What follows belongs to an exercise in optimizing a design on an open flow for small area, a short achievable clock period and few clock cycles; a production flow would make more cautious choices.
The RTL was checked by simulation tests, not by an equivalence proof against the original design.
No activity file was given, so power comes from the tool's default toggle rates.

<file path="design/flow/flow/run.sh">
#!/bin/bash
# The standard layout, with repair_timing asked for 6.8 ns of setup slack and
# sky130_fd_sc_hd__buf_2 as the port buffer (every port still gets one).
# The clock, its period and the I/O constraints are the standard flow's, unchanged.
set -euo pipefail
bash standard.sh SETUP_SLACK_MARGIN=6.8 "BUFFER_PORTS_ARGS=-buffer_cell sky130_fd_sc_hd__buf_2" finish > make_finish.log 2>&1
</file>
<file path="design/flow/standard.sh">
#!/bin/bash
# synth_recipe.tcl (not shown) runs the flow's synth.tcl, then flattens the netlist and writes it again
# the make line also repeats each setting of config.mk as NAME=value (left out here)
make -C /OpenROAD-flow-scripts/flow DESIGN_CONFIG=/design/flow/config.mk WORK_HOME=/design/flow/orfs CLKGATE_MAP_FILE= SYNTH_SCRIPT=/design/flow/synth_recipe.tcl "${@:-finish}"
</file>
<file path="design/flow/config.mk">
export PLATFORM = sky130hd
export DESIGN_NAME = dci_serializer
export DESIGN_NICKNAME = dci_serializer
export VERILOG_FILES = /design/flow/design.v
export SDC_FILE = /design/flow/constraint.sdc
export NUM_CORES = 4
export LEC_CHECK = 0
export CAP_MARGIN = 20
export CORE_MARGIN = 2
export CORE_UTILIZATION = 30
export CTS_CLUSTER_DIAMETER = 90
export CTS_CLUSTER_SIZE = 30
export PLACE_DENSITY = 0.45
export SLEW_MARGIN = 20
</file>
<file path="design/flow/constraint.sdc">
create_clock -name core_clock -period 14.0 [get_ports {clk}]
set_input_delay 2.8000 -clock core_clock [delete_from_list [all_inputs] [get_ports {clk}]]
set_output_delay 2.8000 -clock core_clock [all_outputs]
set_load 0.01 [all_outputs]
</file>
<file path="design/flow/design.v">
module dci_serializer (
    input  wire        clk,
    input  wire        rst,         
    input  wire        cmd_valid,
    output wire        cmd_ready,
    input  wire [31:0] cmd_data,
    input  wire [3:0]  rd_idx,
    output reg  [31:0] rd_data,
    output reg         done
);
    localparam [3:0] C_ILLEGAL = 4'h1, C_RSVD_HDR = 4'h2, C_FINALIZED = 4'h3,
                     C_APP_WIDTH = 4'h4, C_APP_VALUE = 4'h5, C_OVERFLOW = 4'h6,
                     C_FIELD = 4'h7, C_RSVD_VAL = 4'h8, C_NRB = 4'h9,
                     C_FREQ = 4'hA, C_HOPCFG = 4'hB, C_PSIZE = 4'hC;
    localparam [3:0] K_WIDTH = 4'd0, K_NRB = 4'd1, K_HOPCNT = 4'd2, K_HOPFLAG = 4'd3,
                     K_HOPOFF = 4'd4, K_FREQ = 4'd5, K_SMI = 4'd6, K_TBS = 4'd7,
                     K_PSIZE = 4'd8;
    localparam [2:0] B_NONE = 3'd0, B_CLEAR = 3'd1, B_ZEROS = 3'd2, B_APPEND = 3'd3,
                     B_FINAL = 3'd4, B_FIELD = 3'd5, B_COMMIT = 3'd6, B_FAULT = 3'd7;
    reg          halted;
    reg          in_cmd;        
    reg  [7:0]   opc;
    reg  [3:0]   k;             
    reg  [8:0]   nrb;
    reg  [4:0]   fw;
    reg  [1:0]   h;
    reg          hf;
    reg          sulp, sul;
    reg  [1:0]   smi;
    reg          pb;            
    reg          pf;            
    reg  [3:0]   pcause, pfield;
    reg  [2:0]   b_op;
    reg          b_first;       
    reg  [31:0]  R;             
    reg  [7:0]   pos;           
    reg  [2:0]   c_op;          
    reg  [127:0] bank0, bank1;
    reg          acc_ptr, out_ptr;
    reg  [7:0]   acc_len, out_len;
    reg          acc_final, out_valid, fault;
    assign cmd_ready = ~halted;
    wire   accept = cmd_valid & ~halted;
    wire [31:0] v = cmd_data;
    wire       is_pack = opc[4];
    wire [2:0] o       = opc[2:0];
    reg  [3:0] nops;
    always @* begin
        if (!is_pack) nops = (o == 3'd2) ? 4'd2 : 4'd1;    
        else case (o)
            3'd0: nops = 4'd14;
            3'd1: nops = 4'd9;
            3'd2: nops = 4'd13;
            3'd3: nops = 4'd9;
            3'd4: nops = 4'd8;
            3'd5: nops = 4'd7;
            3'd6: nops = 4'd12;
            default: nops = 4'd6;
        endcase
    end
    wire last = (k == nops);
    reg  [7:0] ck;
    always @* begin
        ck = {K_WIDTH, 4'd0};
        case (o)
            3'd0: case (k)
                4'd1:  ck = {K_NRB, 4'd0};
                4'd2:  ck = {K_HOPCNT, 4'd0};
                4'd3:  ck = {K_HOPFLAG, 4'd0};
                4'd4:  ck = {K_HOPOFF, 4'd0};
                4'd5:  ck = {K_FREQ, 4'd0};
                4'd6:  ck = {K_WIDTH, 4'd4};
                4'd7:  ck = {K_WIDTH, 4'd5};
                4'd8:  ck = {K_WIDTH, 4'd1};
                4'd9:  ck = {K_WIDTH, 4'd2};
                4'd10: ck = {K_WIDTH, 4'd4};
                4'd11: ck = {K_WIDTH, 4'd2};
                4'd12: ck = {K_WIDTH, 4'd1};
                4'd13: ck = {K_WIDTH, 4'd1};
                default: ck = {K_PSIZE, 4'd0};
            endcase
            3'd1: case (k)
                4'd1:  ck = {K_NRB, 4'd0};
                4'd2:  ck = {K_HOPFLAG, 4'd0};
                4'd3:  ck = {K_HOPOFF, 4'd0};
                4'd4:  ck = {K_FREQ, 4'd0};
                4'd5:  ck = {K_WIDTH, 4'd4};
                4'd6:  ck = {K_WIDTH, 4'd5};
                4'd7:  ck = {K_WIDTH, 4'd2};
                4'd8:  ck = {K_WIDTH, 4'd2};
                default: ck = {K_PSIZE, 4'd0};
            endcase
            3'd2: case (k)
                4'd1:  ck = {K_NRB, 4'd0};
                4'd2:  ck = {K_FREQ, 4'd0};
                4'd3:  ck = {K_WIDTH, 4'd4};
                4'd4:  ck = {K_WIDTH, 4'd1};
                4'd5:  ck = {K_WIDTH, 4'd5};
                4'd6:  ck = {K_WIDTH, 4'd1};
                4'd7:  ck = {K_WIDTH, 4'd2};
                4'd8:  ck = {K_WIDTH, 4'd4};
                4'd9:  ck = {K_WIDTH, 4'd2};
                4'd10: ck = {K_WIDTH, 4'd2};
                4'd11: ck = {K_WIDTH, 4'd3};
                4'd12: ck = {K_WIDTH, 4'd3};
                default: ck = {K_PSIZE, 4'd0};
            endcase
            3'd3: case (k)
                4'd1:  ck = {K_NRB, 4'd0};
                4'd2:  ck = {K_SMI, 4'd0};
                4'd3:  ck = {K_WIDTH, 4'd8};
                4'd4:  ck = {K_FREQ, 4'd0};
                4'd5:  ck = {K_WIDTH, 4'd4};
                4'd6:  ck = {K_WIDTH, 4'd1};
                4'd7:  ck = {K_WIDTH, 4'd5};
                4'd8:  ck = {K_TBS, 4'd0};
                default: ck = {K_PSIZE, 4'd0};
            endcase
            3'd4: case (k)
                4'd1:  ck = {K_NRB, 4'd0};
                4'd2:  ck = {K_FREQ, 4'd0};
                4'd3:  ck = {K_WIDTH, 4'd4};
                4'd4:  ck = {K_WIDTH, 4'd1};
                4'd5:  ck = {K_WIDTH, 4'd5};
                4'd6:  ck = {K_WIDTH, 4'd2};
                4'd7:  ck = {K_WIDTH, 4'd1};
                default: ck = {K_PSIZE, 4'd0};
            endcase
            3'd5: case (k)
                4'd1:  ck = {K_NRB, 4'd0};
                4'd2:  ck = {K_FREQ, 4'd0};
                4'd3:  ck = {K_WIDTH, 4'd4};
                4'd4:  ck = {K_WIDTH, 4'd1};
                4'd5:  ck = {K_WIDTH, 4'd5};
                4'd6:  ck = {K_TBS, 4'd0};
                default: ck = {K_PSIZE, 4'd0};
            endcase
            3'd6: case (k)
                4'd1:  ck = {K_NRB, 4'd0};
                4'd2:  ck = {K_FREQ, 4'd0};
                4'd3:  ck = {K_WIDTH, 4'd4};
                4'd4:  ck = {K_WIDTH, 4'd1};
                4'd5:  ck = {K_WIDTH, 4'd5};
                4'd6:  ck = {K_WIDTH, 4'd1};
                4'd7:  ck = {K_WIDTH, 4'd2};
                4'd8:  ck = {K_WIDTH, 4'd4};
                4'd9:  ck = {K_WIDTH, 4'd2};
                4'd10: ck = {K_WIDTH, 4'd3};
                4'd11: ck = {K_WIDTH, 4'd3};
                default: ck = {K_PSIZE, 4'd0};
            endcase
            default: case (k)    
                4'd1:  ck = {K_WIDTH, 4'd1};
                4'd2:  ck = {K_WIDTH, 4'd14};
                4'd3:  ck = {K_WIDTH, 4'd4};
                4'd4:  ck = {K_WIDTH, 4'd4};
                4'd5:  ck = {K_WIDTH, 4'd3};
                default: ck = {K_WIDTH, 4'd1};
            endcase
        endcase
    end
    wire [3:0] ck_kind = ck[7:4];
    wire [3:0] ck_w    = ck[3:0];
    function [4:0] fw_of;
        input [8:0] n;
        begin
            if      (n <= 9'd1)   fw_of = 5'd0;
            else if (n <= 9'd2)   fw_of = 5'd2;
            else if (n <= 9'd3)   fw_of = 5'd3;
            else if (n <= 9'd5)   fw_of = 5'd4;
            else if (n <= 9'd7)   fw_of = 5'd5;
            else if (n <= 9'd10)  fw_of = 5'd6;
            else if (n <= 9'd15)  fw_of = 5'd7;
            else if (n <= 9'd22)  fw_of = 5'd8;
            else if (n <= 9'd31)  fw_of = 5'd9;
            else if (n <= 9'd44)  fw_of = 5'd10;
            else if (n <= 9'd63)  fw_of = 5'd11;
            else if (n <= 9'd90)  fw_of = 5'd12;
            else if (n <= 9'd127) fw_of = 5'd13;
            else if (n <= 9'd180) fw_of = 5'd14;
            else if (n <= 9'd255) fw_of = 5'd15;
            else                  fw_of = 5'd16;
        end
    endfunction
    function ge_pow;
        input [31:0] x;
        input [5:0]  w;
        integer j;
        begin
            ge_pow = 1'b0;
            for (j = 0; j < 32; j = j + 1)
                if (j >= w && x[j]) ge_pow = 1'b1;
        end
    endfunction
    wire [4:0] fw_free = fw - {3'd0, h};
    wire tc1 = (nrb[0] & nrb[1]) ^ nrb[2] ^ nrb[1];
    wire tc2 = ((nrb[0] & nrb[1]) & nrb[2]) | ((nrb[0] & nrb[1]) & nrb[1]) | (nrb[2] & nrb[1]);
    wire tc3 = (nrb[1] & nrb[2]) ^ (nrb[0] & nrb[3]) ^ nrb[4];
    wire tc4 = ((nrb[1] & nrb[2]) & (nrb[0] & nrb[3])) | ((nrb[1] & nrb[2]) & nrb[4]) | ((nrb[0] & nrb[3]) & nrb[4]);
    wire tc5 = (nrb[1] & nrb[3]) ^ (nrb[0] & nrb[4]) ^ nrb[5];
    wire tc6 = ((nrb[1] & nrb[3]) & (nrb[0] & nrb[4])) | ((nrb[1] & nrb[3]) & nrb[5]) | ((nrb[0] & nrb[4]) & nrb[5]);
    wire tc7 = (nrb[2] & nrb[3]) ^ (nrb[1] & nrb[4]) ^ (nrb[0] & nrb[5]);
    wire tc8 = ((nrb[2] & nrb[3]) & (nrb[1] & nrb[4])) | ((nrb[2] & nrb[3]) & (nrb[0] & nrb[5])) | ((nrb[1] & nrb[4]) & (nrb[0] & nrb[5]));
    wire tc9 = (nrb[2] & nrb[4]) ^ (nrb[1] & nrb[5]) ^ (nrb[0] & nrb[6]);
    wire tc10 = ((nrb[2] & nrb[4]) & (nrb[1] & nrb[5])) | ((nrb[2] & nrb[4]) & (nrb[0] & nrb[6])) | ((nrb[1] & nrb[5]) & (nrb[0] & nrb[6]));
    wire tc11 = (nrb[3] & nrb[4]) ^ (nrb[2] & nrb[5]) ^ (nrb[1] & nrb[6]);
    wire tc12 = ((nrb[3] & nrb[4]) & (nrb[2] & nrb[5])) | ((nrb[3] & nrb[4]) & (nrb[1] & nrb[6])) | ((nrb[2] & nrb[5]) & (nrb[1] & nrb[6]));
    wire tc13 = (nrb[0] & nrb[7]) ^ nrb[8] ^ nrb[4];
    wire tc14 = ((nrb[0] & nrb[7]) & nrb[8]) | ((nrb[0] & nrb[7]) & nrb[4]) | (nrb[8] & nrb[4]);
    wire tc15 = (nrb[3] & nrb[5]) ^ (nrb[2] & nrb[6]) ^ (nrb[1] & nrb[7]);
    wire tc16 = ((nrb[3] & nrb[5]) & (nrb[2] & nrb[6])) | ((nrb[3] & nrb[5]) & (nrb[1] & nrb[7])) | ((nrb[2] & nrb[6]) & (nrb[1] & nrb[7]));
    wire tc17 = (nrb[4] & nrb[5]) ^ (nrb[3] & nrb[6]) ^ (nrb[2] & nrb[7]);
    wire tc18 = ((nrb[4] & nrb[5]) & (nrb[3] & nrb[6])) | ((nrb[4] & nrb[5]) & (nrb[2] & nrb[7])) | ((nrb[3] & nrb[6]) & (nrb[2] & nrb[7]));
    wire tc19 = (nrb[4] & nrb[6]) ^ (nrb[3] & nrb[7]) ^ (nrb[2] & nrb[8]);
    wire tc20 = ((nrb[4] & nrb[6]) & (nrb[3] & nrb[7])) | ((nrb[4] & nrb[6]) & (nrb[2] & nrb[8])) | ((nrb[3] & nrb[7]) & (nrb[2] & nrb[8]));
    wire tc21 = (nrb[5] & nrb[6]) ^ (nrb[4] & nrb[7]) ^ (nrb[3] & nrb[8]);
    wire tc22 = ((nrb[5] & nrb[6]) & (nrb[4] & nrb[7])) | ((nrb[5] & nrb[6]) & (nrb[3] & nrb[8])) | ((nrb[4] & nrb[7]) & (nrb[3] & nrb[8]));
    wire tc23 = (nrb[0] & nrb[2]) ^ nrb[3] ^ tc2;
    wire tc24 = ((nrb[0] & nrb[2]) & nrb[3]) | ((nrb[0] & nrb[2]) & tc2) | (nrb[3] & tc2);
    wire tc25 = nrb[6] ^ nrb[3] ^ tc7;
    wire tc26 = (nrb[6] & nrb[3]) | (nrb[6] & tc7) | (nrb[3] & tc7);
    wire tc27 = nrb[7] ^ tc9 ^ tc8;
    wire tc28 = (nrb[7] & tc9) | (nrb[7] & tc8) | (tc9 & tc8);
    wire tc29 = tc13 ^ tc11 ^ tc10;
    wire tc30 = (tc13 & tc11) | (tc13 & tc10) | (tc11 & tc10);
    wire tc31 = (nrb[0] & nrb[8]) ^ tc15 ^ tc14;
    wire tc32 = ((nrb[0] & nrb[8]) & tc15) | ((nrb[0] & nrb[8]) & tc14) | (tc15 & tc14);
    wire tc33 = (nrb[1] & nrb[8]) ^ nrb[5] ^ tc17;
    wire tc34 = ((nrb[1] & nrb[8]) & nrb[5]) | ((nrb[1] & nrb[8]) & tc17) | (nrb[5] & tc17);
    wire tc35 = nrb[6] ^ tc21 ^ tc20;
    wire tc36 = (nrb[6] & tc21) | (nrb[6] & tc20) | (tc21 & tc20);
    wire tc37 = (nrb[5] & nrb[7]) ^ (nrb[4] & nrb[8]) ^ tc22;
    wire tc38 = ((nrb[5] & nrb[7]) & (nrb[4] & nrb[8])) | ((nrb[5] & nrb[7]) & tc22) | ((nrb[4] & nrb[8]) & tc22);
    wire tc39 = nrb[2] ^ tc3 ^ tc24;
    wire tc40 = (nrb[2] & tc3) | (nrb[2] & tc24) | (tc3 & tc24);
    wire tc41 = tc12 ^ tc31 ^ tc30;
    wire tc42 = (tc12 & tc31) | (tc12 & tc30) | (tc31 & tc30);
    wire tc43 = tc16 ^ tc33 ^ tc32;
    wire tc44 = (tc16 & tc33) | (tc16 & tc32) | (tc33 & tc32);
    wire tc45 = tc19 ^ tc18 ^ tc34;
    wire tc46 = (tc19 & tc18) | (tc19 & tc34) | (tc18 & tc34);
    wire tc47 = (nrb[6] & nrb[7]) ^ nrb[7] ^ tc38;
    wire tc48 = ((nrb[6] & nrb[7]) & nrb[7]) | ((nrb[6] & nrb[7]) & tc38) | (nrb[7] & tc38);
    wire tc49 = tc5 ^ tc4 ^ tc40;
    wire tc50 = (tc5 & tc4) | (tc5 & tc40) | (tc4 & tc40);
    wire tc51 = tc6 ^ tc25 ^ tc50;
    wire tc52 = (tc6 & tc25) | (tc6 & tc50) | (tc25 & tc50);
    wire tc53 = tc27 ^ tc26 ^ tc52;
    wire tc54 = (tc27 & tc26) | (tc27 & tc52) | (tc26 & tc52);
    wire tc55 = tc29 ^ tc28 ^ tc54;
    wire tc56 = (tc29 & tc28) | (tc29 & tc54) | (tc28 & tc54);
    wire [15:0] tr0 = {nrb[8], tc48, tc47, tc36, tc46, tc44, tc42, tc56, tc55, tc53, tc51, tc49, tc39, tc23, tc1, nrb[0]};
    wire [15:0] tr1 = {1'b0, 1'b0, 1'b0, tc37, tc35, tc45, tc43, tc41, 1'b0, 1'b0, 1'b0, 1'b0, 1'b0, 1'b0, 1'b0, nrb[1]};
    wire [15:0] t_rb = tr0 + tr1;
    reg  [7:0] nat;
    always @* begin
        case (o)
            3'd0:    nat = 8'd20 + {3'd0, fw} + {7'd0, sulp};
            3'd1:    nat = 8'd15 + {3'd0, fw};
            3'd6:    nat = 8'd26 + {3'd0, fw};
            default: nat = 8'd28 + {3'd0, fw};
        endcase
    end
    reg  [5:0] wlim;
    always @* begin
        case (ck_kind)
            K_WIDTH:   wlim = {2'd0, ck_w};
            K_NRB:     wlim = 6'd9;
            K_HOPCNT:  wlim = 6'd3;
            K_HOPFLAG: wlim = 6'd1;
            K_HOPOFF:  wlim = {4'd0, h};
            K_FREQ:    wlim = hf ? {1'b0, fw_free} : 6'd16;
            K_SMI, K_TBS: wlim = 6'd2;
            default:   wlim = 6'd8;    
        endcase
    end
    wire       big = ge_pow(v, wlim);
    reg        ck_fail;
    reg  [3:0] ck_cause;
    always @* begin
        ck_fail  = big;
        ck_cause = C_FIELD;
        case (ck_kind)
            K_NRB: begin
                ck_cause = C_NRB;
                ck_fail  = big || (v[8:0] == 9'd0) || (v[8:0] > 9'd275);
            end
            K_HOPCNT: begin
                ck_cause = C_RSVD_VAL;
                ck_fail  = big || (v[2:0] != 3'd0 && v[2:0] != 3'd2 && v[2:0] != 3'd4);
            end
            K_HOPFLAG: begin
                if (!big && v[0] && (h == 2'd0 || fw < {3'd0, h})) begin
                    ck_fail  = 1'b1;
                    ck_cause = C_HOPCFG;
                end
            end
            K_FREQ: begin
                ck_cause = C_FREQ;
                ck_fail  = big || (v[15:0] >= t_rb);
            end
            K_SMI: begin
                if (!big && v[1:0] == 2'd0) begin
                    ck_fail  = 1'b1;
                    ck_cause = C_RSVD_VAL;
                end
            end
            K_TBS: begin
                if (!big && v[1:0] == 2'd3) begin
                    ck_fail  = 1'b1;
                    ck_cause = C_RSVD_VAL;
                end
            end
            K_PSIZE: begin
                ck_cause = C_PSIZE;
                ck_fail  = big || (v[7:0] > 8'd128) || (v[7:0] < nat);
            end
            default: ;
        endcase
    end
    reg  [4:0]  ew;
    reg  [31:0] ev;
    reg         eskip;     
    always @* begin
        ew = 5'd0;
        ev = 32'd0;
        eskip = 1'b0;
        case (o)
            3'd0, 3'd1: begin    
                case ((o == 3'd1 && k != 4'd1) ? k + 4'd1 : k)
                    4'd1:  begin ew = 5'd1; ev = 32'd0; end
                    4'd4:  begin ew = hf ? {3'd0, h} : 5'd0; ev = hf ? v : 32'd0; end
                    4'd5:  begin ew = hf ? fw_free : fw; ev = v; end
                    4'd6:  begin ew = 5'd4; ev = v; end    
                    4'd7:  begin ew = 5'd6; ev = {v[31:6], v[5] | hf, v[4:0]}; end    
                    4'd8:  if (o == 3'd0) begin ew = 5'd1; ev = v; end
                           else begin ew = 5'd2; ev = v; end    
                    4'd9:  begin ew = 5'd2; ev = v; end
                    4'd10: begin ew = 5'd4; ev = v; end
                    4'd11: begin ew = 5'd2; ev = v; end
                    default: ;
                endcase
            end
            3'd3: case (k)    
                4'd2:  begin ew = 5'd2;  ev = v; end
                4'd3:  begin ew = 5'd8;  ev = v; eskip = ~smi[1]; end
                4'd4:  begin ew = fw;    ev = v; eskip = ~smi[0]; end
                4'd5:  begin ew = 5'd4;  ev = v; eskip = ~smi[0]; end
                4'd6:  begin ew = 5'd1;  ev = v; eskip = ~smi[0]; end
                4'd7:  begin ew = 5'd5;  ev = v; eskip = ~smi[0]; end
                4'd8:  begin ew = 5'd2;  ev = v; eskip = ~smi[0]; end
                default: ;
            endcase
            3'd7: begin ew = {1'b0, ck_w}; ev = v; end    
            default: begin    
                if (k == 4'd1) begin
                    ew = (o == 3'd2 || o == 3'd6) ? 5'd1 : 5'd0;
                    ev = (o == 3'd2 || o == 3'd6) ? 32'd1 : 32'd0;
                end else if (k == 4'd2) begin
                    ew = fw; ev = v;
                end else if (!last) begin
                    ew = (ck_kind == K_TBS) ? 5'd2 : {1'b0, ck_w}; ev = v;
                end
            end
        endcase
    end
    wire       c_fin     = (c_op == B_FINAL || c_op == B_COMMIT);
    wire       fin_c     = c_fin ? 1'b1 : (c_op == B_CLEAR) ? 1'b0 : acc_final;
    wire       final_fwd = (b_op == B_FINAL || b_op == B_COMMIT) ? 1'b1 :
                           (b_op == B_CLEAR) ? 1'b0 : fin_c;
    wire [7:0] len_c     = (c_op == B_ZEROS || c_op == B_APPEND || c_op == B_COMMIT) ? pos :
                           (c_op == B_CLEAR) ? 8'd0 : acc_len;
    wire       ptr_c     = (c_op == B_CLEAR) ? ~out_ptr : (c_op == B_COMMIT) ? pb : acc_ptr;
    wire       w_big     = (v[31:6] != 26'd0) || (v[5] && v[4:0] != 5'd0);
    wire [8:0] acc_end   = {1'b0, len_c} + {1'b0, v[7:0]};
    wire [7:0] pk_end = ((k == 4'd1) ? 8'd0 : pos) + {3'd0, ew};
    always @(posedge clk) begin
        if (rst) begin
            halted <= 1'b0;
            in_cmd <= 1'b0;
            b_op   <= B_NONE;
            c_op   <= B_NONE;
        end else begin
            c_op    <= b_op;
            b_op    <= B_NONE;
            b_first <= 1'b0;
            if (accept) begin
                if (!in_cmd) begin
                    opc  <= v[7:0];
                    k    <= 4'd1;
                    pf   <= 1'b0;
                    hf   <= 1'b0;
                    sulp <= 1'b0;
                    pfield <= 4'd0;
                    if (v[31:8] != 24'd0) begin
                        pf <= 1'b1; pcause <= C_RSVD_HDR;
                        b_op <= B_FAULT; halted <= 1'b1;
                    end else case (v[7:0])
                        8'h01: b_op <= B_CLEAR;
                        8'h02, 8'h03, 8'h10, 8'h11, 8'h12, 8'h13,
                        8'h14, 8'h15, 8'h16, 8'h17: in_cmd <= 1'b1;
                        8'h04: if (final_fwd) begin
                                   pf <= 1'b1; pcause <= C_FINALIZED;
                                   b_op <= B_FAULT; halted <= 1'b1;
                               end else
                                   b_op <= B_FINAL;
                        default: begin
                            pf <= 1'b1; pcause <= C_ILLEGAL;
                            b_op <= B_FAULT; halted <= 1'b1;
                        end
                    endcase
                end else if (!is_pack) begin
                    k <= k + 4'd1;
                    if (o == 3'd3) begin    
                        in_cmd <= 1'b0;
                        pos    <= acc_end[7:0];
                        if (fin_c) begin
                            pf <= 1'b1; pcause <= C_FINALIZED; pfield <= 4'd0;
                            b_op <= B_FAULT; halted <= 1'b1;
                        end else if (v[31:8] != 24'd0 || acc_end > 9'd128) begin
                            pf <= 1'b1; pcause <= C_OVERFLOW; pfield <= 4'd1;
                            b_op <= B_FAULT; halted <= 1'b1;
                        end else
                            b_op <= B_ZEROS;
                    end else if (k == 4'd1) begin    
                        R <= v;
                    end else begin                   
                        in_cmd <= 1'b0;
                        pos    <= acc_end[7:0];
                        if (acc_final) begin
                            pf <= 1'b1; pcause <= C_FINALIZED; pfield <= 4'd0;
                            b_op <= B_FAULT; halted <= 1'b1;
                        end else if (w_big) begin
                            pf <= 1'b1; pcause <= C_APP_WIDTH; pfield <= 4'd2;
                            b_op <= B_FAULT; halted <= 1'b1;
                        end else if (ge_pow(R, v[5:0])) begin
                            pf <= 1'b1; pcause <= C_APP_VALUE; pfield <= 4'd1;
                            b_op <= B_FAULT; halted <= 1'b1;
                        end else if (acc_end > 9'd128) begin
                            pf <= 1'b1; pcause <= C_OVERFLOW; pfield <= 4'd2;
                            b_op <= B_FAULT; halted <= 1'b1;
                        end else
                            b_op <= B_APPEND;
                    end
                end else begin
                    k <= k + 4'd1;
                    if (!pf && ck_fail) begin
                        pf     <= 1'b1;
                        pcause <= ck_cause;
                        pfield <= k;
                    end
                    if (k == 4'd1) begin
                        pb  <= ~ptr_c;
                        nrb <= v[8:0];
                        fw  <= fw_of(v[8:0]);
                        h   <= (v[8:0] < 9'd50) ? 2'd1 : 2'd2;    
                    end
                    if (o == 3'd0 && k == 4'd2)
                        h <= (v == 32'd4) ? 2'd2 : (v == 32'd2) ? 2'd1 : 2'd0;
                    if ((o == 3'd0 && k == 4'd3) || (o == 3'd1 && k == 4'd2))
                        hf <= v[0];
                    if (o == 3'd0 && k == 4'd12) sulp <= v[0];
                    if (o == 3'd0 && k == 4'd13) sul  <= v[0];
                    if (o == 3'd3 && k == 4'd2)  smi  <= v[1:0];
                    if (last) begin
                        in_cmd <= 1'b0;
                        if (pf || ck_fail) begin
                            b_op <= B_FAULT; halted <= 1'b1;
                        end else
                            b_op <= B_COMMIT;
                        if (o == 3'd7) begin    
                            R   <= v;
                            pos <= pk_end;
                        end else begin
                            R   <= {31'd0, (o == 3'd0) & sulp & sul};
                            pos <= v[7:0];
                        end
                    end else begin
                        b_op    <= eskip ? B_NONE : B_FIELD;
                        b_first <= (k == 4'd1);
                        R       <= ev;
                        pos     <= pk_end;
                    end
                end
            end
        end
    end
    wire         c_hi = (c_op == B_APPEND);
    wire [15:0]  wv   = c_hi ? R[31:16] : R[15:0];
    wire [6:0]   b_s  = {(c_hi ? 3'd1 : 3'd0), 4'd0} - pos[6:0];
    wire [127:0] sh   = {112'd0, wv} << b_s;
    reg  k0, k1, w0, w1;
    always @* begin
        k0 = 1'b1; k1 = 1'b1; w0 = 1'b0; w1 = 1'b0;
        if (rst) begin
            k0 = 1'b0; k1 = 1'b0;
        end else if (c_op == B_CLEAR) begin
            if (out_ptr) k0 = 1'b0; else k1 = 1'b0;
        end else if (c_op == B_APPEND || b_op == B_APPEND) begin
            if (acc_ptr) w1 = 1'b1; else w0 = 1'b1;
        end else if (b_op == B_FIELD || b_op == B_COMMIT) begin
            if (pb) begin w1 = 1'b1; k1 = ~b_first; end
            else    begin w0 = 1'b1; k0 = ~b_first; end
        end
    end
    always @(posedge clk) begin
        bank0 <= (bank0 & {128{k0}}) | (sh & {128{w0}});
        bank1 <= (bank1 & {128{k1}}) | (sh & {128{w1}});
    end
    always @(posedge clk) begin
        if (rst) begin
            acc_ptr   <= 1'b0;
            out_ptr   <= 1'b0;
            acc_len   <= 8'd0;
            acc_final <= 1'b0;
            out_valid <= 1'b0;
            fault     <= 1'b0;
            done      <= 1'b0;
        end else begin
            done <= (c_op != B_NONE) && (c_op != B_FIELD);
            case (c_op)
                B_CLEAR: begin
                    acc_ptr   <= ~out_ptr;
                    acc_len   <= 8'd0;
                    acc_final <= 1'b0;
                end
                B_ZEROS, B_APPEND: acc_len <= pos;
                B_FINAL: begin
                    out_ptr   <= acc_ptr;
                    out_len   <= acc_len;
                    out_valid <= 1'b1;
                    acc_final <= 1'b1;
                end
                B_COMMIT: begin
                    acc_ptr   <= pb;
                    out_ptr   <= pb;
                    acc_len   <= pos;
                    out_len   <= pos;
                    out_valid <= 1'b1;
                    acc_final <= 1'b1;
                end
                B_FAULT: begin
                    fault     <= 1'b1;
                    out_valid <= 1'b0;
                end
                default: ;
            endcase
        end
    end
    wire [3:0]  rd_dec = 4'b0001 << rd_idx[1:0];
    reg  [31:0] rd_w0, rd_w1, rd_ws;
    integer     rj;
    always @* begin
        rd_w0 = 32'd0;
        rd_w1 = 32'd0;
        for (rj = 0; rj < 4; rj = rj + 1) begin
            rd_w0 = rd_w0 | ({32{rd_dec[rj]}} & bank0[127 - 32 * rj -: 32]);
            rd_w1 = rd_w1 | ({32{rd_dec[rj]}} & bank1[127 - 32 * rj -: 32]);
        end
        rd_ws = ({32{rd_dec[0]}} & {29'd0, out_valid, acc_final, fault}) |
                ({32{rd_dec[1] & fault}} & {12'd0, pfield, opc, 4'd0, pcause}) |
                ({32{rd_dec[2]}} & {24'd0, acc_len}) |
                ({32{rd_dec[3]}} & {24'd0, out_len});
    end
    wire        rd_s0 = rd_idx[3] ? (~rd_idx[2] & ~out_ptr) : (rd_idx[2] & ~acc_ptr);
    wire        rd_s1 = rd_idx[3] ? (~rd_idx[2] &  out_ptr) : (rd_idx[2] &  acc_ptr);
    wire        rd_ss = ~rd_idx[3] & ~rd_idx[2];
    always @* rd_data = ({32{rd_s0}} & rd_w0) | ({32{rd_s1}} & rd_w1) | ({32{rd_ss}} & rd_ws);
endmodule
</file>
==> results of run 1 <==
-- state kept, by name, indices dropped and copies added (netlist names), 2 cells and up, named ones only --
| signal | count |
|---|---|
| nrb | 9 |
| b_op | 3 |
| opc | 8 |
| k | 4 |
| c_op | 3 |
| out_len | 8 |
| bank0 | 128 |
| pfield | 4 |
| bank1 | 128 |
| smi | 2 |
| pcause | 4 |
| acc_len | 8 |
| pos | 8 |
| h | 2 |
| R | 32 |
| fw | 5 |
-- where the power goes --
part | switching [W] | total [W] | internal (W)
clock network | 0.000530 | 0.000977 | 0.000446
logic | 0.000166 | 0.000244 | 0.0000784
registers | 0.00000948 | 0.00120 | 0.00119
-- per-layer routing --
layer / routed length [um] / track usage [%] / vias up
met5: 0 / 0 / -
met4: 1924 / 5.073 / 0
met3: 5374 / 2.368 / 99
met2: 38220 / 33.82 / 760
met1: 36890 / 28.93 / 9593
li1: - / - / 8924
-- per-stage QoR --
| stage | hold WS, ns | utilization (%) |
|---|---|---|
| 2_1_floorplan | 0.4198 | - |
| 5_1_grt | 0.4881 | 33.88 |
| 4_1_cts | 0.4660 | 33.78 |
| 3_5_place_dp | 0.4419 | 32.13 |
| 6_report | 0.4622 | 33.88 |
| 3_3_place_gp | 0.4313 | 32.13 |
-- worst register-to-register path, delay by kind of cell (launching register included) --
kind / cells / cell delay [ns]
simple gates: 7 / 0.97
buf+inv: 6 / 0.39
fa+ha+maj: 9 / 2.68
compound gates: 9 / 1.95
flops: 1 / 0.55
-- worst paths after layout --
path,from,endpoint,depth (start not counted)
max,rd_idx[0],rd_data[19],6
min,bank0[117],bank0[117],2
min reg2reg,bank0[117],bank0[117],2
max reg2reg,nrb[1],pfield[0],31
-- cells by family after synthesis --
kind of cell,after synthesis
AO/OA/AOI/OAI,745
XOR/XNOR,48
adder cells (fa/ha/maj),95
buffers and inverters,246
flip-flops,399
multiplexers,155
AND/OR/NAND/NOR,727
-- synthesized netlist by cell type, types with 10 or more instances --
cell	count
a211oi_1	12
a21o_1	15
a21oi_1	115
a22o_1	174
a22oi_1	40
a31oi_1	20
a32o_1	12
and2_1	65
and3_1	15
buf_1	16
buf_2	12
clkbuf_1	120
dfxtp_1	307
edfxtp_1	92
fa_1	29
ha_1	65
inv_1	88
mux2_2	10
mux2i_1	79
mux4_2	64
nand2_1	287
nand2b_1	14
nand3_1	37
nand4_1	11
nor2_1	171
nor2b_1	21
nor3_1	47
o21ai_0	190
o22ai_1	39
o31ai_1	10
or2_2	13
xnor2_1	32
xor2_1	16
-- area by class of cell --
class | count | area, sq um
well taps | 969 | 1212
multi-input cells | 1770 | 12880
fillers | 7655 | 49300
clock inverters | 21 | 420.4
inverters | 90 | 337.8
flip-flops and latches | 399 | 8909
diodes | 1 | 2.502
clock buffers | 27 | 654.4
repair buffers | 117 | 847.1
-- repair_timing --
item,CTS,global route
cloned,2,1
buffers inserted,1,4
pin swaps,1,0
setup endpoints to repair,32,14
resized for setup,20,4
==> flow_summary.ini, run 1 <==
[clock_tree]
insertion_delay_ns = 0.63
hold_buffers = 0
clkTransAtPathRegs_ns = 0.11
cts_buffer_depth = 3
numCtsBuffers = 26
clock-sinks = 399
cts_tree = done
htree_levels = 1
cts_root_buf = clkbuf_16

[power_and_ir_drop]
total_power_w = 0.002421
cellPowerDensity_nw_per_um2 = 95.80
irDropWorstVdd_v = 0.00008041
leakage_nw = 9.462

[route]
ant_nets = 0
via_per_inst = 5.709
post_drt_wl_per_cell_um = 24.28
dr.pass1.iters = 6
vias = 19380
drc = 0
drt_iter0_markers = 1835
routed_wl_mm = 82.41

[synth]
synth_top_area_share_pct = 27.14
synth_largest_area_cell = dfxtp_1
ys_seq_area_share_pct = 39.35
async_reset_ff_share_pct = 0
synth_adder_area_share_pct = 6.200
synthCells = 2415
yosysWarnings = 1
synth_flop_cell = dfxtp_1
synth.area.top_cells = dfxtp_1, edfxtp_1, a22o_1
synth_edf_count = 92
synth-simple-area-share_pct = 14.98
synth.distinct_cells = 92
synth_top_family_by_area = compound AO/OA/AOI/OAI gates
synth_xor_area_share_pct = 1.857
synth_compound_area_share_pct = 22.80
synth.area.mux_share_pct = 10.49
syn_nets = 2548
ys_ff_latch = 399
syn_avg_cell_area_sq_um = 9.375
syn_area_sq_um = 22640

[critical_path]
start_kind = input pin
slowest_stage = mux4_2
r2r_slack_ns = 7.23
cp_top_family = buffers and inverters
worstPathArrival_ns = 4.36
cp-end-kind = output port
slowest_delay_ns = 0.51
critPathRequiredTime_ns = 11.20
worstPathMaxFanout = 20
critical_path_buf_inv_count = 3
crit_type = input pin to output port
crit_path_cell_trace = buf_16 -> bufbuf_16 -> mux4_2 -> a22oi_1 -> nand2_1 -> buf_2

[min_path]
hold_path_class = flop to flop

[floorplanning]
start_util_pct = 30.36
die_area_sq_um = 77680
fp.dieH_um = 278.7
num_io_pins = 73
coreArea_sq_um = 74570
die_w_um = 278.7
rows = 100

[timing]
maxSlewViolCount = 0
rsz0062_at_grt = yes
setup_viol = 0
worst_pin_slew_ns = 1.145
fin_ws_ns = 6.843
finClkSkew_ns = 0.04279
fmax_mhz = 139.7
finalCritPeriodShare_pct = 51.12
hold_viol = 0
slew_headroom_pct = 23.56
fin_crit_ns = 7.157
finalSetupTns_ns = 0

[placed_design]
placed_cell_area_sq_um = 23960
dp_hpwl_mm = 58.26
post-place-cells = 3337
io_buffers = 72
pre_cts_slack_ns = 5.808
place.gp.congestion = 0.9486

[layout]
syn_to_final_growth_pct = 11.59
final_area_sq_um = 25270
mostFrequentLayoutCell = dfxtp_1
fin_nets = 2537
final_layout_size_suffix_gt1_share_pct = 12.09
final_cell_mix = dfxtp_1, nand2_1, o21ai_0
fin_cells = 3394

[global_routing]
grt_usage_pct = 20.63
grt_pass1_wl_mm = 123.4
antenna_found_initial = 2
grt_pass1_vias = 18710
grt_start_max_net_pins = 89
overflow = 0

[flow_run]
max_cap_violations = 0

[outcome]
outcome = no timing/DRC/antenna violations
Testbench counts, summed over its fixed seeds: cycles 15,879.
==> run 2, diff against run 1 <==
==> design/flow/flow/run.sh (replaced) <==
#!/bin/bash
# The standard layout, with repair_timing asked for 7.0 ns of setup slack and
# sky130_fd_sc_hd__buf_2 as the port buffer (every port still gets one).
# The clock, its period and the I/O constraints are the standard flow's, unchanged.
set -euo pipefail
bash standard.sh SETUP_SLACK_MARGIN=7.0 "BUFFER_PORTS_ARGS=-buffer_cell sky130_fd_sc_hd__buf_2" finish > make_finish.log 2>&1
--- a/design/flow/config.mk
+++ b/design/flow/config.mk
@@ -5,10 +5,10 @@
 export SDC_FILE = /design/flow/constraint.sdc
 export NUM_CORES = 4
 export LEC_CHECK = 0
-export CAP_MARGIN = 20
+export CAP_MARGIN = 10
 export CORE_MARGIN = 2
 export CORE_UTILIZATION = 30
 export CTS_CLUSTER_DIAMETER = 90
 export CTS_CLUSTER_SIZE = 30
 export PLACE_DENSITY = 0.45
-export SLEW_MARGIN = 20
+export SLEW_MARGIN = 10
==> flow_summary.ini, run 2 <==
[min_path]
hold_depth = 2
min_to = bank0[55]
hp-start = bank0[55]
hold_path_class = flop to flop

[timing]
maxSlewViolCount = 0
worst_pin_slew_ns = 1.173
finalCritPeriodShare_pct = 50.14
fmax_mhz = 142.4
slew_headroom_pct = 21.50
rsz0062_at_grt = yes
finalSetupTns_ns = 0
finClkSkew_ns = 0.05392
hold_viol = 0
setup_viol = 0
fin_crit_ns = 7.020

[synth]
syn_nets = 2548
synthCells = 2415
syn_area_sq_um = 22640
syn_avg_cell_area_sq_um = 9.375
synth_flop_cell = dfxtp_1
ys_ff_latch = 399
synth.distinct_cells = 92
synth_largest_area_cell = dfxtp_1
synth_top_area_share_pct = 27.14
ys_top_cells_by_count = dfxtp_1, nand2_1, o21ai_0
synth_edf_count = 92
synth.area.top_cells = dfxtp_1, edfxtp_1, a22o_1
async_reset_ff_share_pct = 0
yosysWarnings = 1
ys_seq_area_share_pct = 39.35
synth.most_common_cell = dfxtp_1

[power_and_ir_drop]
irDropWorstVdd_v = 0.00008169
cellPowerDensity_nw_per_um2 = 92.29
total_power_w = 0.002365
leakage_nw = 9.646

[flow_run]
max_cap_violations = 0

[layout]
final_layout_size_suffix_gt1_share_pct = 13.32
largest_registers = bank0 (128), bank1 (128), R (32)
final_cell_mix = dfxtp_1, nand2_1, o21ai_0
syn_to_final_growth_pct = 13.19
utilization_pct = 34.37
fin_nets = 2562
mostFrequentLayoutCell = dfxtp_1
final_area_sq_um = 25630

[critical_path]
crit_top_cell = buf_16
rr_worst_depth = 29
critPathRequiredTime_ns = 11.20
critical_path_buf_inv_count = 4
start_kind = input pin
worstPathMaxFanout = 14
r2r_slack_ns = 7.52
crit_type = input pin to output port
slowest_stage = a221o_1
cp-end-kind = output port
slowest_delay_ns = 0.43
reg2reg_to = pfield[1]
r2r-start = nrb[2]
crit_path_cell_trace = buf_16 -> buf_16 -> buf_12 -> mux4_2 -> a221o_1 -> buf_2
worstPathArrival_ns = 4.22
cp_top_family = buffers and inverters

[route]
ant_nets = 0
via_per_inst = 5.719
dr.pass1.iters = 6
drt_iter0_markers = 1764
vias = 19550
routed_wl_mm = 84.18
post_drt_wl_per_cell_um = 24.63
drc = 0

[placed_design]
io_buffers = 72
dp_hpwl_mm = 58.67
placed_cell_area_sq_um = 23970
place.gp.congestion = 0.9519

[global_routing]
grt_pass1_vias = 19130
overflow = 0
grt_pass1_wl_mm = 124.7
grt_usage_pct = 20.85
antenna_found_initial = 1
grt_start_max_net_pins = 98

[floorplanning]
coreArea_sq_um = 74570
fp.dieH_um = 278.7
die_w_um = 278.7
start_util_pct = 30.36
num_io_pins = 73
rows = 100
die_area_sq_um = 77680

[clock_tree]
clock-sinks = 399
clkTransAtPathRegs_ns = 0.10
cts_tree = done
cts_root_buf = clkbuf_16
htree_levels = 1
insertion_delay_ns = 0.63
numCtsBuffers = 25
hold_buffers = 0
cts_buffer_depth = 3

[outcome]
outcome = no timing/DRC/antenna violations
run 2: cell counts after synthesis:
No cell type changed its count.
run 2: worst max path at each step:
stage / start / end / slack (ns) / cells after the start
floorplan: rd_idx[0] / rd_data[31] / 6.96 / 6
finish: rd_idx[1] / rd_data[3] / 6.98 / 6
global placement: rd_idx[0] / rd_data[10] / 5.82 / 6
global route: rd_idx[0] / rd_data[16] / 6.98 / 6
CTS: rd_idx[1] / rd_data[3] / 6.98 / 8
detailed placement: rd_idx[0] / rd_data[10] / 5.81 / 6
run 2: report_power, final:
part | internal (W) | leakage (nW) | total, W | switching, W
clock | 0.000410 | 0.461 | 0.000905 | 0.000495
sequential | 0.00119 | 3.30 | 0.00120 | 0.0000111
combinational | 0.0000884 | 5.88 | 0.000259 | 0.000171
total | 0.00169 | 9.65 | 0.00237 | 0.000677
run 2: cell families after synthesis:
logic type / count (synthesis) / share of synthesized area (%)
muxes: 155 / 10.49
and+or+nand+nor: 727 / 14.98
buffers and inverters: 246 / 4.327
DFF: 399 / 39.35
AOI/OAI and AO/OA: 745 / 22.80
adders and majority gates: 95 / 6.200
xor gates and xnor gates: 48 / 1.857
run 2: final cells by class:
cell class / instances / area, sq um
fillers: 7644 / 48940
clock buffers: 27 / 654.4
inverters: 90 / 337.8
flip-flops and latches: 399 / 8909
diodes: 1 / 2.502
repair buffers: 143 / 1284
well taps: 969 / 1212
multi-input cells: 1770 / 12940
clock inverters: 19 / 290.3
run 2: worst min-delay path, cell delays in order (launching register included):
cell and delay, ns:
dfxtp_1 0.34, nand2_1 0.04, o21ai_0 0.05
run 2: through the flow:
| stage | cells | setup slack, ns | hold slack (ns) |
|---|---|---|---|
| 6_report | 3418 | 6.980 | 0.4588 |
| 5_1_grt | 3418 | 6.976 | 0.4828 |
| 4_1_cts | 3396 | 6.979 | 0.4631 |
| 3_5_place_dp | 3340 | 5.811 | 0.4390 |
| 3_3_place_gp | 3340 | 5.816 | 0.4297 |
| 2_1_floorplan | 2415 | 6.956 | 0.4198 |
run 2: per-layer routing:
layer	GRT usage, %	share of wire (%)	up-vias
met5	0	0	-
met4	5.459	2.9	0
met3	1.983	5.2	125
met2	34.70	47	714
met1	28.95	45	9720
li1	-	-	8989
run 2: timing repair:
item                                    in CTS  in global routing
endpoints found under the setup margin      32                 31
gates cloned                                 6                  5
buffers inserted                             4                 16
endpoints found under the hold margin        0                  0
resized for setup                           35                 24
pin swaps                                    6                  4
==> run 3, diff against run 2 <==
--- a/design/flow/config.mk
+++ b/design/flow/config.mk
@@ -5,10 +5,11 @@
 export SDC_FILE = /design/flow/constraint.sdc
 export NUM_CORES = 4
 export LEC_CHECK = 0
-export CAP_MARGIN = 10
+export CAP_MARGIN = 20
 export CORE_MARGIN = 2
 export CORE_UTILIZATION = 30
 export CTS_CLUSTER_DIAMETER = 90
 export CTS_CLUSTER_SIZE = 30
+export GPL_TIMING_DRIVEN = 0
 export PLACE_DENSITY = 0.45
-export SLEW_MARGIN = 10
+export SLEW_MARGIN = 20
==> flow_summary.ini, run 3 <==
[critical_path]
crit_type = input pin to output port
worstPathMaxFanout = 8
worstPathArrival_ns = 4.39
start_kind = input pin
critPathRequiredTime_ns = 11.20
cp-end-kind = output port

[floorplanning]
coreArea_sq_um = 74570
die_area_sq_um = 77680
die_w_um = 278.7
fp.dieH_um = 278.7
start_util_pct = 30.36
rows = 100
num_io_pins = 73

[timing]
hold_viol = 0
maxSlewViolCount = 0
fin_ws_ns = 6.811
whs_ns = 0.4604
fin_crit_ns = 7.189
slew_headroom_pct = 25.25
setup_viol = 0
finalCritPeriodShare_pct = 51.35
finClkSkew_ns = 0.04579
worst_pin_slew_ns = 1.090
fmax_mhz = 139.1
finalSetupTns_ns = 0
rsz0062_at_grt = yes

[route]
drc = 0
post_drt_wl_per_cell_um = 26.07
routed_wl_mm = 92.80
vias = 20450
drt_iter0_markers = 2271
ant_nets = 0
dr.pass1.iters = 7
via_per_inst = 5.745

[clock_tree]
htree_levels = 1
clock-sinks = 399
cts_tree = done
clkTransAtPathRegs_ns = 0.10
cts_buffer_depth = 3
insertion_delay_ns = 0.64
cts_root_buf = clkbuf_16
numCtsBuffers = 27
hold_buffers = 0

[flow_run]
max_cap_violations = 0

[outcome]
outcome = no timing/DRC/antenna violations

[layout]
regArea_sq_um = 8909
syn_to_final_growth_pct = 16.74
fin_nets = 2703
final_area_sq_um = 26430
mostFrequentLayoutCell = dfxtp_1
utilization_pct = 35.45
fillers = 7654
final_cell_mix = dfxtp_1, nand2_1, o21ai_0
largest_registers = bank0 (128), bank1 (128), R (32)
multiInputGateArea_sq_um = 13020
final_layout_size_suffix_gt1_share_pct = 14.17

[synth]
synthCells = 2415
syn_area_sq_um = 22640
synth.distinct_cells = 92
ys_ff_latch = 399
synth_edf_count = 92
synth_largest_area_cell = dfxtp_1
synth_top_area_share_pct = 27.14
async_reset_ff_share_pct = 0
synth.most_common_cell = dfxtp_1
synth_flop_cell = dfxtp_1
yosysWarnings = 1
syn_nets = 2548
synth.area.top_cells = dfxtp_1, edfxtp_1, a22o_1
ys_top_cells_by_count = dfxtp_1, nand2_1, o21ai_0
ys_seq_area_share_pct = 39.35
syn_avg_cell_area_sq_um = 9.375

[power_and_ir_drop]
leakage_nw = 9.927
irDropWorstVdd_v = 0.00008632
cellPowerDensity_nw_per_um2 = 93.36

[placed_design]
dp_hpwl_mm = 68.94
io_buffers = 71
placed_cell_area_sq_um = 24300
place.gp.congestion = 0.9270
pre_cts_slack_ns = 5.183

[global_routing]
grt_usage_pct = 23.34
grt_pass1_vias = 20240
overflow = 0
grt_start_max_net_pins = 31
antenna_found_initial = 0
grt_pass1_wl_mm = 136.8

[min_path]
hold_path_class = flop to flop
-- run 3: cell type report --
type,instances,area share [%]
Clock inverter,22,1.543
Multi-Input combinational cell,1770,49.26
Inverter,90,1.278
Tap cell,969,4.587
Buffer,156,3.531
Antenna cell,1,0.009467
Clock buffer,27,2.556
Sequential cell,399,33.70
Timing Repair Buffer,126,3.531
-- run 3: kinds of logic (layout without fill, tap and decap cells) --
kind of cell / after synthesis / in the layout / share of synthesized area [%]
adders and majority gates: 95 / 95 / 6.200
AOI/OAI and AO/OA: 745 / 745 / 22.80
other: 0 / 1 / 0
xor gates and xnor gates: 48 / 48 / 1.857
muxes: 155 / 155 / 10.49
and+or+nand+nor: 727 / 727 / 14.98
DFF: 399 / 399 / 39.35
buffers and inverters: 246 / 421 / 4.327
-- run 3: routing by layer --
| metal | GRT usage [%] | wire, um | part of all wire (%) |
|---|---|---|---|
| met1 | 31.45 | 40730 | 44 |
| met2 | 37.95 | 42870 | 46 |
| met3 | 3.146 | 5730 | 6.2 |
| met4 | 8.974 | 3471 | 3.7 |
| met5 | 0 | 0 | 0 |
-- run 3: final timing paths --
check	startpoint	to	slack [ns]	depth (start not counted)
min reg2reg	bank1[58]	bank1[58]	0.46	2
min	bank1[58]	bank1[58]	0.46	2
max reg2reg	nrb[1]	pfield[3]	7.41	31
max	rd_idx[0]	rd_data[15]	6.81	8
-- run 3: critical path, cell delays in order --
cell and delay, ns:
clkbuf_16 0.12, buf_8 0.11, clkbuf_16 0.17, buf_6 0.10
mux4_2 0.50, a22oi_2 0.30, nand2_2 0.14, buf_6 0.14
-- run 3: metrics by stage --
| stage | instances | power (W) |
|---|---|---|
| finish | 3560 | 0.002468 |
| global route | 3559 | 0.002549 |
| CTS | 3544 | 0.002476 |
| detailed placement | 3457 | 0.001487 |
| global placement | 3455 | 0.001487 |
| floorplan | 2415 | 0.001378 |
-- run 3: power breakdown --
part	leakage (nW)	total [W]	internal, W	switching [W]
Clock	0.510	0.000975	0.000414	0.000561
Sequential	3.30	0.00120	0.00119	0.00000749
Combinational	6.11	0.000295	0.0000967	0.000198
-- run 3: what timing repair did --
item,4_1_cts,5_1_grt
setup buffers,38,15
pin swaps,14,17
endpoints found under the hold margin,0,0
endpoints found under the setup margin,43,39
resized for setup,124,28
==> run 4, diff against run 3 <==
--- a/design/flow/config.mk
+++ b/design/flow/config.mk
@@ -10,6 +10,5 @@
 export CORE_UTILIZATION = 30
 export CTS_CLUSTER_DIAMETER = 90
 export CTS_CLUSTER_SIZE = 30
-export GPL_TIMING_DRIVEN = 0
 export PLACE_DENSITY = 0.45
 export SLEW_MARGIN = 20
==> flow_summary.ini, run 4 <==
[critical_path]
slowest_stage = a221o_1
worstPathMaxFanout = 14
crit_type = input pin to output port
critPathRequiredTime_ns = 11.20
crit_top_cell = buf_16
worstPathArrival_ns = 4.20
slowest_delay_ns = 0.40
start_kind = input pin
cp-end-kind = output port
rr_worst_depth = 29
crit_path_cell_trace = buf_16 -> buf_16 -> buf_12 -> mux4_2 -> a221o_1 -> buf_2

[route]
via_per_inst = 5.723
routed_wl_mm = 84.24
drc = 0
post_drt_wl_per_cell_um = 24.62
drt_iter0_markers = 1839
ant_nets = 0
vias = 19580
dr.pass1.iters = 6

[timing]
maxSlewViolCount = 0
fmax_mhz = 142.9
fin_crit_ns = 6.996
hold_viol = 0
setup_viol = 0
finClkSkew_ns = 0.04981
finalCritPeriodShare_pct = 49.97
rsz0062_at_grt = yes
finalSetupTns_ns = 0
worst_pin_slew_ns = 1.114
slew_headroom_pct = 25.74

[clock_tree]
htree_levels = 1
cts_root_buf = clkbuf_16
numCtsBuffers = 25
insertion_delay_ns = 0.63
cts_buffer_depth = 3
clock-sinks = 399
clkTransAtPathRegs_ns = 0.10
cts_tree = done

[global_routing]
grt_pass1_vias = 19130
antenna_found_initial = 1
grt_pass1_wl_mm = 124.7
grtUsageMet3_pct = 1.983
grt_usage_pct = 20.85
overflow = 0
grt.busiest_layer = met2
grtUsageMet1_pct = 28.95
met2_usage_pct = 34.70
grt_start_max_net_pins = 98

[outcome]
outcome = no timing/DRC/antenna violations

[synth]
synthCells = 2415
ys_top_cells_by_count = dfxtp_1, nand2_1, o21ai_0
ys_ff_latch = 399
syn_area_sq_um = 22640
synth_top_area_share_pct = 27.14
syn_avg_cell_area_sq_um = 9.375
synth_flop_cell = dfxtp_1
synth.most_common_cell = dfxtp_1
yosysWarnings = 1
synth_edf_count = 92
synth.area.top_cells = dfxtp_1, edfxtp_1, a22o_1
synth.distinct_cells = 92
synth_largest_area_cell = dfxtp_1
syn_nets = 2548
async_reset_ff_share_pct = 0
ys_seq_area_share_pct = 39.35

[layout]
syn_to_final_growth_pct = 13.45
final_cell_mix = dfxtp_1, nand2_1, o21ai_0
fin_nets = 2565
utilization_pct = 34.45
largest_registers = bank0 (128), bank1 (128), R (32)
mostFrequentLayoutCell = dfxtp_1
final_layout_size_suffix_gt1_share_pct = 13.55

[placed_design]
dp_hpwl_mm = 58.67
io_buffers = 72
place.gp.congestion = 0.9519

[floorplanning]
start_util_pct = 30.36
coreArea_sq_um = 74570
fp.dieH_um = 278.7
die_w_um = 278.7
num_io_pins = 73
die_area_sq_um = 77680
rows = 100

[power_and_ir_drop]
cellPowerDensity_nw_per_um2 = 92.12
leakage_nw = 9.667
irDropWorstVdd_v = 0.00008197

[min_path]
hold_depth = 2
hold_path_class = flop to flop

[flow_run]
max_cap_violations = 0
-- run 4: cell type report --
| type | count | area [sq um] |
|---|---|---|
| inverters | 90 | 337.8 |
| clock inverters | 19 | 290.3 |
| flip-flops and latches | 399 | 8909 |
| well taps | 969 | 1212 |
| diodes | 1 | 2.502 |
| repair buffers | 146 | 1316 |
| multi-input cells | 1770 | 12960 |
| clock buffers | 27 | 654.4 |
| fillers | 7635 | 48880 |
-- run 4: repair_timing --
action / 4_1_cts / 5_1_grt
pin swaps: 6 / 7
gates cloned: 6 / 5
endpoints found under the setup margin: 32 / 31
hold buffers: 0 / 0
gates resized for setup: 35 / 26
buffers inserted: 4 / 18
-- run 4: logic make-up (layout without fill, tap and decap cells) --
group	after synthesis	count (layout)	synth area share (%)
xor+xnor	48	48	1.857
buf+inv	246	282	4.327
mux	155	155	10.49
compound gates	745	745	22.80
other cells	0	1	0
fa+ha+maj	95	95	6.200
flops	399	399	39.35
simple gates	727	727	14.98
-- run 4: critical path: cells and delay by family --
kind | cells | cell delay (ns)
mux | 1 | 0.34
buf+inv | 4 | 0.65
compound gates | 1 | 0.40
-- run 4: through the flow --
step	instances	instance area (sq um)	hold WS, ns	setup WS [ns]	total power, W
finish	3421	25690	0.4594	7.004	0.002366
global route	3421	25690	0.4828	6.986	0.002444
CTS	3396	25260	0.4631	6.979	0.002368
detailed placement	3340	23970	0.4390	5.811	0.001461
global placement	3340	23970	0.4297	5.816	0.001460
floorplan	2415	22660	0.4198	6.956	0.001378
-- run 4: path summary, 6_finish.rpt --
path	start	endpoint	slack, ns
max reg2reg	nrb[2]	pfield[3]	7.54
max	rd_idx[1]	rd_data[3]	7.00
min	bank0[55]	bank0[55]	0.46
min reg2reg	bank0[55]	bank0[55]	0.46
-- run 4: layer usage --
layer	up-vias	wire, um
met1	9748	38010
li1	8994	-
met5	-	0
met3	113	4436
met4	0	2451
met2	724	39340
-- run 4: power breakdown --
group	switching (W)	internal, W	total, W
clock network	0.000494	0.000410	0.000904
registers	0.0000111	0.00119	0.00120
logic	0.000171	0.0000898	0.000261
total	0.000677	0.00169	0.00237
==> run 5, diff against run 4 <==
--- a/design/flow/config.mk
+++ b/design/flow/config.mk
@@ -7,8 +7,8 @@
 export LEC_CHECK = 0
 export CAP_MARGIN = 20
 export CORE_MARGIN = 2
-export CORE_UTILIZATION = 30
+export CORE_UTILIZATION = 45
 export CTS_CLUSTER_DIAMETER = 90
 export CTS_CLUSTER_SIZE = 30
-export PLACE_DENSITY = 0.45
+export PLACE_DENSITY = 0.6
 export SLEW_MARGIN = 20
==> flow_summary.ini, run 5 <==
[timing]
fin_crit_ns = 7.019
fmax_mhz = 142.5
finalSetupTns_ns = 0
fin_ws_ns = 6.981
slew_headroom_pct = 25.13
rsz0062_at_grt = yes
setup_viol = 0
maxSlewViolCount = 0
worst_pin_slew_ns = 1.111
hold_viol = 0
finalCritPeriodShare_pct = 50.14
finClkSkew_ns = 0.03651

[clock_tree]
clock-sinks = 399
cts_buffer_depth = 3
numCtsBuffers = 23
hold_buffers = 0
insertion_delay_ns = 0.59
clkTransAtPathRegs_ns = 0.11
cts_root_buf = clkbuf_16
cts_tree = done
htree_levels = 1

[critical_path]
crit_start = rd_idx[1]
r2r_slack_ns = 7.51
worstPathArrival_ns = 4.22
critPathRequiredTime_ns = 11.20
reg2reg_to = pfield[3]
crit_type = input pin to output port
cp-end-kind = output port
cp_top_family = compound AO/OA/AOI/OAI gates
crit_top_cell = buf_16
worst-path-stages = 7
r2r-start = nrb[1]
worstPathMaxFanout = 14
critical_path_buf_inv_count = 3
start_kind = input pin
crit_end = rd_data[2]
crit_path_cell_trace = buf_16 -> buf_16 -> nor2b_4 -> a22oi_2 -> a2111oi_2 -> a221o_1 -> buf_2
slowest_stage = a2111oi_2
slowest_delay_ns = 0.49
rr_worst_depth = 29

[layout]
final_cell_mix = dfxtp_1, nand2_1, o21ai_0
largest_registers = bank0 (128), bank1 (128), R (32)
fin_nets = 2554
mostFrequentLayoutCell = dfxtp_1
utilization_pct = 50.05
final_area_sq_um = 24960
syn_to_final_growth_pct = 10.23
fillers = 4685
final_layout_size_suffix_gt1_share_pct = 12.69

[placed_design]
pre_cts_slack_ns = 5.853
place.gp.congestion = 0.9477
placed_cell_area_sq_um = 23600
dp_hpwl_mm = 52.87
io_buffers = 72

[min_path]
hold_path_class = flop to flop

[synth]
ys_top_cells_by_count = dfxtp_1, nand2_1, o21ai_0
synth.distinct_cells = 92
synth_largest_area_cell = dfxtp_1
syn_area_sq_um = 22640
syn_nets = 2548
syn_avg_cell_area_sq_um = 9.375
async_reset_ff_share_pct = 0
synth_top_area_share_pct = 27.14
synth_flop_cell = dfxtp_1
synth.most_common_cell = dfxtp_1
synthCells = 2415
yosysWarnings = 1
synth_edf_count = 92
synth.area.top_cells = dfxtp_1, edfxtp_1, a22o_1
ys_ff_latch = 399
ys_seq_area_share_pct = 39.35

[floorplanning]
die_area_sq_um = 52130
rows = 82
die_w_um = 228.3
fp.dieH_um = 228.3
num_io_pins = 73
coreArea_sq_um = 49860
start_util_pct = 45.41

[global_routing]
grt_usage_pct = 28.15
grt_start_max_net_pins = 95
antenna_found_initial = 0
grt_pass1_wl_mm = 115.3
grt_pass1_vias = 18890
overflow = 0

[power_and_ir_drop]
p_comb_share_pct = 11.1
irDropWorstVdd_v = 0.00007333
p_clk_share_pct = 35.6
seq_power_share_pct = 53.3
cellPowerDensity_nw_per_um2 = 90.21
p_sw_share_pct = 28.42
internal_power_w = 0.001612
power_switching_w = 0.0006398
leakage_nw = 9.501

[route]
ant_nets = 0
dr.pass1.iters = 6
via_per_inst = 6.309
post_drt_wl_per_cell_um = 24.25
drt_iter0_markers = 1963
drc = 0
routed_wl_mm = 75.36
vias = 19610

[outcome]
outcome = no timing/DRC/antenna violations

[flow_run]
max_cap_violations = 0
-- run 5: cell types whose count changed in the layout (fill, tap and decap cells not counted), sizes merged --
cell and delta:
clkbuf -9, bufbuf +1, bufinv -2, buf -4, inv -4, clkinvlp +2
-- run 5: cell type report --
cell class	instances	area (sq um)	share of cell area, %
Sequential cell	399	8909	35.69
Multi-Input combinational cell	1770	12930	51.80
Clock buffer	24	579.3	2.321
Inverter	90	337.8	1.354
Clock inverter	15	237.7	0.9525
Tap cell	672	840.8	3.369
Antenna cell	1	2.502	0.01003
Timing Repair Buffer	137	1122	4.497
-- run 5: what timing repair did --
| item | CTS | global route |
|---|---|---|
| setup buffers | 7 | 9 |
| resized for setup | 31 | 19 |
| endpoints found under the setup margin | 32 | 32 |
| pin swaps | 4 | 1 |
| cloned | 6 | 1 |
-- run 5: cell families (layout without fill, tap and decap cells) --
group	count (synthesis)	after routing	synth area share (%)
adder cells (fa/ha/maj)	95	95	6.200
flip-flops	399	399	39.35
buffers and inverters	246	266	4.327
multiplexers	155	155	10.49
XOR/XNOR	48	48	1.857
other	0	1	0
AO/OA/AOI/OAI	745	745	22.80
AND/OR/NAND/NOR	727	727	14.98
-- run 5: worst reg2reg max path: cells and delay by family (launching register included) --
kind	cells	cell delay, ns
AO/OA/AOI/OAI	9	1.83
AND/OR/NAND/NOR	8	1.11
adder cells (fa/ha/maj)	7	2.44
buffers and inverters	5	0.44
flip-flops	1	0.44
-- run 5: how the worst min path moves through the flow --
| stage | endpoint | slack [ns] | cells after the start | start |
|---|---|---|---|---|
| CTS | bank1[41] | 0.47 | 2 | bank1[41] |
| detailed placement | bank1[90] | 0.44 | 2 | bank1[90] |
| finish | bank1[48] | 0.46 | 2 | bank1[48] |
| floorplan | bank0[36] | 0.42 | 2 | bank0[36] |
| global route | bank0[114] | 0.49 | 1 | bank0[114] |
| global placement | bank0[42] | 0.43 | 2 | bank0[42] |
-- run 5: per-stage QoR --
step,instances,hold slack [ns],total power (W)
2_1_floorplan,2415,0.4198,0.001378
3_3_place_gp,3043,0.4288,0.001450
3_5_place_dp,3045,0.4405,0.001453
4_1_cts,3097,0.4662,0.002257
5_1_grt,3107,0.4863,0.002323
6_report,3108,0.4616,0.002252
-- run 5: layer usage --
layer | vias up | part of all wire, % | global-route usage [%]
li1 | 8945 | - | -
met1 | 9596 | 42 | 37.59
met2 | 912 | 47 | 47.00
met3 | 156 | 6.6 | 3.244
met4 | 0 | 4.2 | 10.64
met5 | - | 0 | 0
-- run 5: power groups by stage --
stage	clock [W]	sequential (W)	combinational [W]
final	0.000802	0.00120	0.000251
after global routing	0.000853	0.00120	0.000269
after CTS	0.000814	0.00120	0.000244
after detailed placement	0	0.00123	0.000228
after global placement	0	0.00123	0.000225
after floorplan	0	0.00122	0.000157
==> run 6, diff against run 5 <==
--- a/design/flow/config.mk
+++ b/design/flow/config.mk
@@ -7,8 +7,8 @@
 export LEC_CHECK = 0
 export CAP_MARGIN = 20
 export CORE_MARGIN = 2
-export CORE_UTILIZATION = 45
+export CORE_UTILIZATION = 52
 export CTS_CLUSTER_DIAMETER = 90
 export CTS_CLUSTER_SIZE = 30
-export PLACE_DENSITY = 0.6
+export PLACE_DENSITY = 0.65
 export SLEW_MARGIN = 20
==> flow_summary.ini, run 6 <==
[power_and_ir_drop]
cellPowerDensity_nw_per_um2 = 92.25
p_sw_share_pct = 28.49
p_comb_share_pct = 10.7
p_clk_share_pct = 36.7
power_switching_w = 0.0006504
leakage_nw = 9.459
internal_power_w = 0.001633
total_power_w = 0.002283
irDropWorstVdd_v = 0.00007894
seq_power_share_pct = 52.6

[flow_run]
max_cap_violations = 0

[synth]
synth_edf_count = 92
synth_flop_cell = dfxtp_1
syn_nets = 2548
yosysWarnings = 1
async_reset_ff_share_pct = 0
synth.most_common_cell = dfxtp_1
syn_avg_cell_area_sq_um = 9.375
ys_top_cells_by_count = dfxtp_1, nand2_1, o21ai_0
ys_ff_latch = 399
syn_area_sq_um = 22640
synthCells = 2415
synth_largest_area_cell = dfxtp_1
ys_seq_area_share_pct = 39.35
synth.distinct_cells = 92
synth_top_area_share_pct = 27.14
synth.area.top_cells = dfxtp_1, edfxtp_1, a22o_1

[layout]
fin_nets = 2544
final_cell_mix = dfxtp_1, nand2_1, o21ai_0
fin_cells = 3012
final_area_sq_um = 24750
syn_to_final_growth_pct = 9.306
largest_registers = bank0 (128), bank1 (128), R (32)
mostFrequentLayoutCell = dfxtp_1
final_layout_size_suffix_gt1_share_pct = 11.83

[global_routing]
antenna_found_initial = 1
grt_pass1_vias = 18800
overflow = 0
grt_start_max_net_pins = 93
grt_usage_pct = 32.07
grt_pass1_wl_mm = 112.1

[route]
drt_iter0_markers = 2204
vias = 19630
routed_wl_mm = 73.13
post_drt_wl_per_cell_um = 24.28
ant_nets = 0
dr.pass1.iters = 8
drc = 0
via_per_inst = 6.519

[clock_tree]
clock-sinks = 399
htree_levels = 1
cts_root_buf = clkbuf_16
cts_buffer_depth = 3
numCtsBuffers = 23
cts_tree = done
hold_buffers = 0
insertion_delay_ns = 0.61
clkTransAtPathRegs_ns = 0.11

[timing]
finClkSkew_ns = 0.04410
fmax_mhz = 142.8
fin_ws_ns = 6.997
finalCritPeriodShare_pct = 50.02
setup_viol = 0
hold_viol = 0
fin_crit_ns = 7.003
worst_pin_slew_ns = 1.132
maxSlewViolCount = 0
slew_headroom_pct = 24.23
rsz0062_at_grt = yes
finalSetupTns_ns = 0

[placed_design]
place.gp.congestion = 0.9303
dp_hpwl_mm = 51.96
placed_cell_area_sq_um = 23440
pre_cts_slack_ns = 5.964
post-place-cells = 2952
io_buffers = 72

[outcome]
outcome = no timing/DRC/antenna violations

[critical_path]
worstPathArrival_ns = 4.20
cp-end-kind = output port
start_kind = input pin
critPathRequiredTime_ns = 11.20
worstPathMaxFanout = 37
crit_type = input pin to output port

[min_path]
hold_path_class = flop to flop

[floorplanning]
fp.dieH_um = 212.7
die_area_sq_um = 45230
rows = 76
start_util_pct = 52.68
die_w_um = 212.7
num_io_pins = 73
coreArea_sq_um = 42980
-- run 6: what timing repair did --
| action | CTS | global route |
|---|---|---|
| endpoints found under the setup margin | 32 | 17 |
| pin swaps | 2 | 1 |
| gates cloned | 4 | 2 |
| resized for setup | 28 | 7 |
| hold endpoints to repair | 0 | 0 |
| buffers inserted | 6 | 7 |
-- run 6: power by group through the flow --
stage	clock network, W	registers [W]	logic [W]
after floorplan	0	0.00122	0.000157
after global placement	0	0.00123	0.000222
after detailed placement	0	0.00123	0.000225
after CTS	0.000846	0.00120	0.000237
after global routing	0.000888	0.00120	0.000263
final	0.000839	0.00120	0.000244
-- run 6: cell type report --
type | count | area [sq um]
fill | 3843 | 18230
multi-input combinational | 1770 | 12860
clock buffer | 25 | 583.1
sequential | 399 | 8909
clock inverter | 15 | 295.3
timing repair buffer | 127 | 1033
inverter | 90 | 337.8
tap | 585 | 732.0
antenna | 1 | 2.502
-- run 6: metrics by stage --
step / hold WS [ns] / utilization (%)
finish: 0.4637 / 57.58
detailed placement: 0.4386 / 54.54
global route: 0.4830 / 57.57
floorplan: 0.4198 / -
global placement: 0.4288 / 54.52
CTS: 0.4635 / 57.24
-- run 6: worst max-delay path: stages --
cell and delay, ns:
buf_16 0.17, nor2b_2 0.26, a22oi_1 0.10, a2111oi_1 0.50
a221o_1 0.20, buf_2 0.13
-- run 6: cells by family (layout without fill, tap and decap cells) --
| family | count (synthesis) | in the layout | synth area share, % |
|---|---|---|---|
| buffers and inverters | 246 | 257 | 4.327 |
| DFF | 399 | 399 | 39.35 |
| adders and majority gates | 95 | 95 | 6.200 |
| AOI/OAI and AO/OA | 745 | 745 | 22.80 |
| xor gates and xnor gates | 48 | 48 | 1.857 |
| other | 0 | 1 | 0 |
| muxes | 155 | 155 | 10.49 |
| and+or+nand+nor | 727 | 727 | 14.98 |
-- run 6: path summary, 6_finish.rpt --
check | start | to | slack, ns | depth (start not counted)
max | rd_idx[1] | rd_data[1] | 7.00 | 6
min | bank1[55] | bank1[55] | 0.46 | 2
max reg2reg | nrb[1] | pf | 7.50 | 31
min reg2reg | bank1[55] | bank1[55] | 0.46 | 2
-- run 6: routing by layer --
metal  up-vias  wire, um  global-route usage [%]
met1      9605     30460                   43.31
met4         0      3190                   12.78
met2       941     34290                   52.72
met3       182      5190                   3.706
met5         -         0                       0
li1       8906         -                       -

Setup slack of run 6, layout unchanged: 6.997 ns with ideal ports, 6.932 ns with driving cells assumed (clock clkbuf_16, inputs buf_2), 6.932 ns with port delays also shifted by the 0.650 ns mid clock arrival.
